Background: an optimization exercise with open tools, aiming at small area, a short achievable clock period and few clock cycles. Do not read the settings as production practice. RTL that was checked went through simulation tests only; none was proved equivalent to the original. Power figures rest on the tool's default switching activity, not on a simulated workload.

== north ==
## ice_rx
module ice_rx (
    input  wire        clk,
    input  wire        rst,
    input  wire        in_valid,
    input  wire [7:0]  in_data,
    output wire        in_ready,
    output reg         bit_valid,
    output reg         bit_data,
    output wire        pay_valid,
    output wire [7:0]  pay_data,
    output reg         res_valid,
    output wire [1:0]  res_tag,
    output wire [3:0]  res_code,
    output wire [16:0] res_count,
    output wire [7:0]  res_f0,
    output wire [7:0]  res_f1,
    output wire [7:0]  res_f2,
    output wire [7:0]  res_f3,
    output wire [7:0]  res_f4,
    output wire [7:0]  res_decl
);
Size in the first run: about 780 cells after synthesis, roughly 130 flip-flops, ~7800 um^2 of cells after synthesis.
export LEC_CHECK = 0
export CAP_MARGIN = 20
export CORE_MARGIN = 2
export CORE_UTILIZATION = 60
export PLACE_DENSITY = 0.7
export SETUP_SLACK_MARGIN = 4.0
export SLEW_MARGIN = 20
create_clock -name core_clock -period 6.5 [get_ports {clk}]
standard.sh (not shown) runs the stock make flow with config.mk's settings and CLKGATE_MAP_FILE= SYNTH_SCRIPT=/design/flow/synth_recipe.tcl, a recipe that flattens the netlist after the stock synthesis.
==> flow/flow/run.sh <==
#!/bin/bash
set -euo pipefail
bash standard.sh \
  "BUFFER_PORTS_ARGS=-buffer_cell sky130_fd_sc_hd__buf_1" \
  "MATCH_CELL_FOOTPRINT=0" \
  "CTS_ARGS=-sink_clustering_enable -repair_clock_nets -dont_use_dummy_load -sink_clustering_size 30 -sink_clustering_max_diameter 60 -buf_list sky130_fd_sc_hd__clkbuf_8" \
  finish > standard.log 2>&1
In summary, north completed successfully, with a layout that passed the timing, design-rule and antenna checks.
The following lists how south was set up differently from north:
--- a/flow/design.v
+++ b/flow/design.v
@@ -11,42 +11,42 @@
     output reg         res_valid,
     output wire [1:0]  res_tag,
     output wire [3:0]  res_code,
     output wire [16:0] res_count,
     output wire [7:0]  res_f0,
     output wire [7:0]  res_f1,
     output wire [7:0]  res_f2,
     output wire [7:0]  res_f3,
     output wire [7:0]  res_f4,
     output wire [7:0]  res_decl
 );
     localparam [1:0] TAG_UNREC = 2'd0, TAG_GOC = 2'd1, TAG_EIN = 2'd2, TAG_MBUS = 2'd3;
-    localparam [3:0] P_IDLE = 4'b0001, P_LEN_HI = 4'b0010, P_LEN_LO = 4'b0100, P_BODY = 4'b1000;
+    localparam [1:0] P_IDLE = 2'd0, P_LEN_HI = 2'd1, P_LEN_LO = 2'd2, P_BODY = 2'd3;
     function [15:0] crc16_byte;
         input [15:0] c;
         input [7:0]  b;
         integer i;
         reg [15:0] x;
         begin
             x = c ^ {b, 8'h00};
             for (i = 0; i < 8; i = i + 1)
                 x = x[15] ? ({x[14:0], 1'b0} ^ 16'h1021) : {x[14:0], 1'b0};
             crc16_byte = x;
         end
     endfunction
     assign in_ready = 1'b1;
     reg        v_q;
     reg [7:0]  d_q;
     reg        ws_q, wl_q, wst_q, wsp_q;    
-    reg [3:0]  phase;        
+    reg [1:0]  phase;
     reg [1:0]  chan;
     reg [15:0] r;            
     reg [16:0] c;            
     reg [7:0]  hdr0, hdr1, hdr2, hdr3, hdr4, decl;
     reg [15:0] ck;           
     reg [3:0]  code;         
     reg        last;         
     reg        pv;           
     reg        ng;           
     reg        eok;          
     reg        fst;          
     reg        hz;           
@@ -125,64 +125,65 @@
         v_q   <= in_valid & ~rst;
         d_q   <= in_data;
         ws_q  <= (in_data >= 8'd6)  & (in_data <= 8'd14);
         wl_q  <= (in_data >= 8'd26) & (in_data <= 8'd34);
         wst_q <= (in_data >= 8'd56) & (in_data <= 8'd64);
         wsp_q <= (in_data >= 8'd86) & (in_data <= 8'd94);
     end
     always @(posedge clk) begin
         begin
             res_valid <= 1'b0;
             bit_valid <= 1'b0;
             if (v_q) begin
-                if (phase[0]) begin
+                case (phase)
+                P_IDLE: begin
                     hdr0 <= b;
                     if (b == 8'h47 || b == 8'h45 || b == 8'h4D) begin
                         chan  <= (b == 8'h47) ? TAG_GOC : (b == 8'h45) ? TAG_EIN : TAG_MBUS;
                         phase <= P_LEN_HI;
                     end else begin
                         chan      <= TAG_UNREC;
                         code      <= 4'd0;
                         c         <= 17'd1;
                         res_valid <= 1'b1;
                     end
                 end
-                if (phase[1]) begin
+                P_LEN_HI: begin
                     r[15:8] <= b;
                     hdr2    <= b;
                     pv      <= 1'b0;
                     phase   <= P_LEN_LO;
                 end
-                if (phase[2]) begin
+                P_LEN_LO: begin
                     r[7:0] <= b;
                     hdr1   <= b;
                     last   <= (len == 16'd1);
                     code   <= 4'd0;
                     done   <= 1'b0;
                     ck     <= is_ein ? 16'h0000 : 16'hFFFF;
                     case (chan)
                     TAG_GOC:  begin ng <= (b[1:0] != 2'd0); c <= (b[1:0] != 2'd0) ? 17'd4 : 17'd0; end
                     TAG_EIN:  begin ng <= short_e; c <= short_e ? 17'd1 : 17'h1FFFD; end
                     default:  begin ng <= short_m; c <= short_m ? 17'd1 : 17'h1FFF9; end
                     endcase
                     if (len == 16'd0) begin
                         phase     <= P_IDLE;
                         res_valid <= 1'b1;
                         c         <= 17'd0;
                         code      <= is_goc ? 4'd9 : 4'd1;
                     end else begin
                         phase <= P_BODY;
                     end
                 end
-                if (phase[3]) begin
+                default: begin  
                     r    <= r - 16'd1;
                     last <= r_is2;
                     pv   <= pv_n & ~last;
                     ck   <= is_ein ? {sum_n, ck[7:0]} : crc_n;
                     if ((!is_goc || ng) && !last) c <= c_inc;
                     if (u) begin
                         if (is_ein) begin
                             if (cl == 3'd5) hdr0 <= b;
                             if (cl == 3'd6) hdr1 <= b;
                             if (cl == 3'd7) decl <= b;
                         end else begin
                             if (cl == 3'd1) hdr0 <= b;
@@ -227,22 +228,23 @@
                                 c    <= {4'd0, nbits};
                             end
                         end
                         default: begin
                             code <= 4'd0;
                             if (ng)            code <= 4'd1;
                             else if (len_diff) code <= 4'd2;
                             else if (ck_bad)   code <= 4'd3;
                         end
                         endcase
                     end
                 end
+                endcase
             end
         end
         if (rst) begin
             phase     <= P_IDLE;
             pv        <= 1'b0;
             res_valid <= 1'b0;
             bit_valid <= 1'b0;
         end
     end
 endmodule
[summary]
- | number of combinational gates with multiple inputs | south vs north | 19% lower |
- Min sequential portion of the cell area across south and north: north
- Number of distinct library cells after synthesis in south is 10 below north.
- Cell area went down by more than 10% going from north to south.
- From north to south the numbers moved as follows: height of the die shrank by about 5%; slack of the critical path grew by 130 ps; inverter count grew by 6; register-to-register slack grew by 130 ps.
- Of south and north, the run reporting the higher power of the combinational group was north.
- Synthesis left south with fewer flip-flops than north.
- From north to south the numbers moved as follows: area after synthesis dropped 10%; number of synthesized register bits dropped 1.5%; antenna diode instance count climbed 1.
- Against north, south reports a worst path buffer plus inverter count that is higher.
Testbench counts of south, summed over its fixed seeds: cycles 66,736.
Function not checked in north: the RTL went through the layout flow alone.

## afterwards: timing with drivers on the ports
How much do the figures lean on ideal ports? The routed layouts below were timed once more, with nothing changed but the port constraints.
Step 1: set_driving_cell puts a clkbuf_16 on clk and a buf_2 on each other input, an assumption about the parent block.
Step 2 moves the port delays by t, midway between the first and last clock arrival at a register: inputs arrive t later, outputs are due t later. That takes back most of the time a late clock gives input paths.
a / b / c = no drivers / after step 1 / after step 2; a / b = the first two.
| run | t, ns | setup WS [ns] | worst setup path after step 2 | pins driven straight from the clock port |
|---|---|---|---|---|
| north | 0.481 | 3.850 / 3.850 / 3.850 | register to register | 1 |
| south | 0.483 | 3.983 / 3.983 / 3.954 | input to register | 1 |
After both steps every run listed still meets setup and hold. The setup slack of south, which loses most, moves by 0.000 ns with the drivers and by -0.029 ns with both steps.
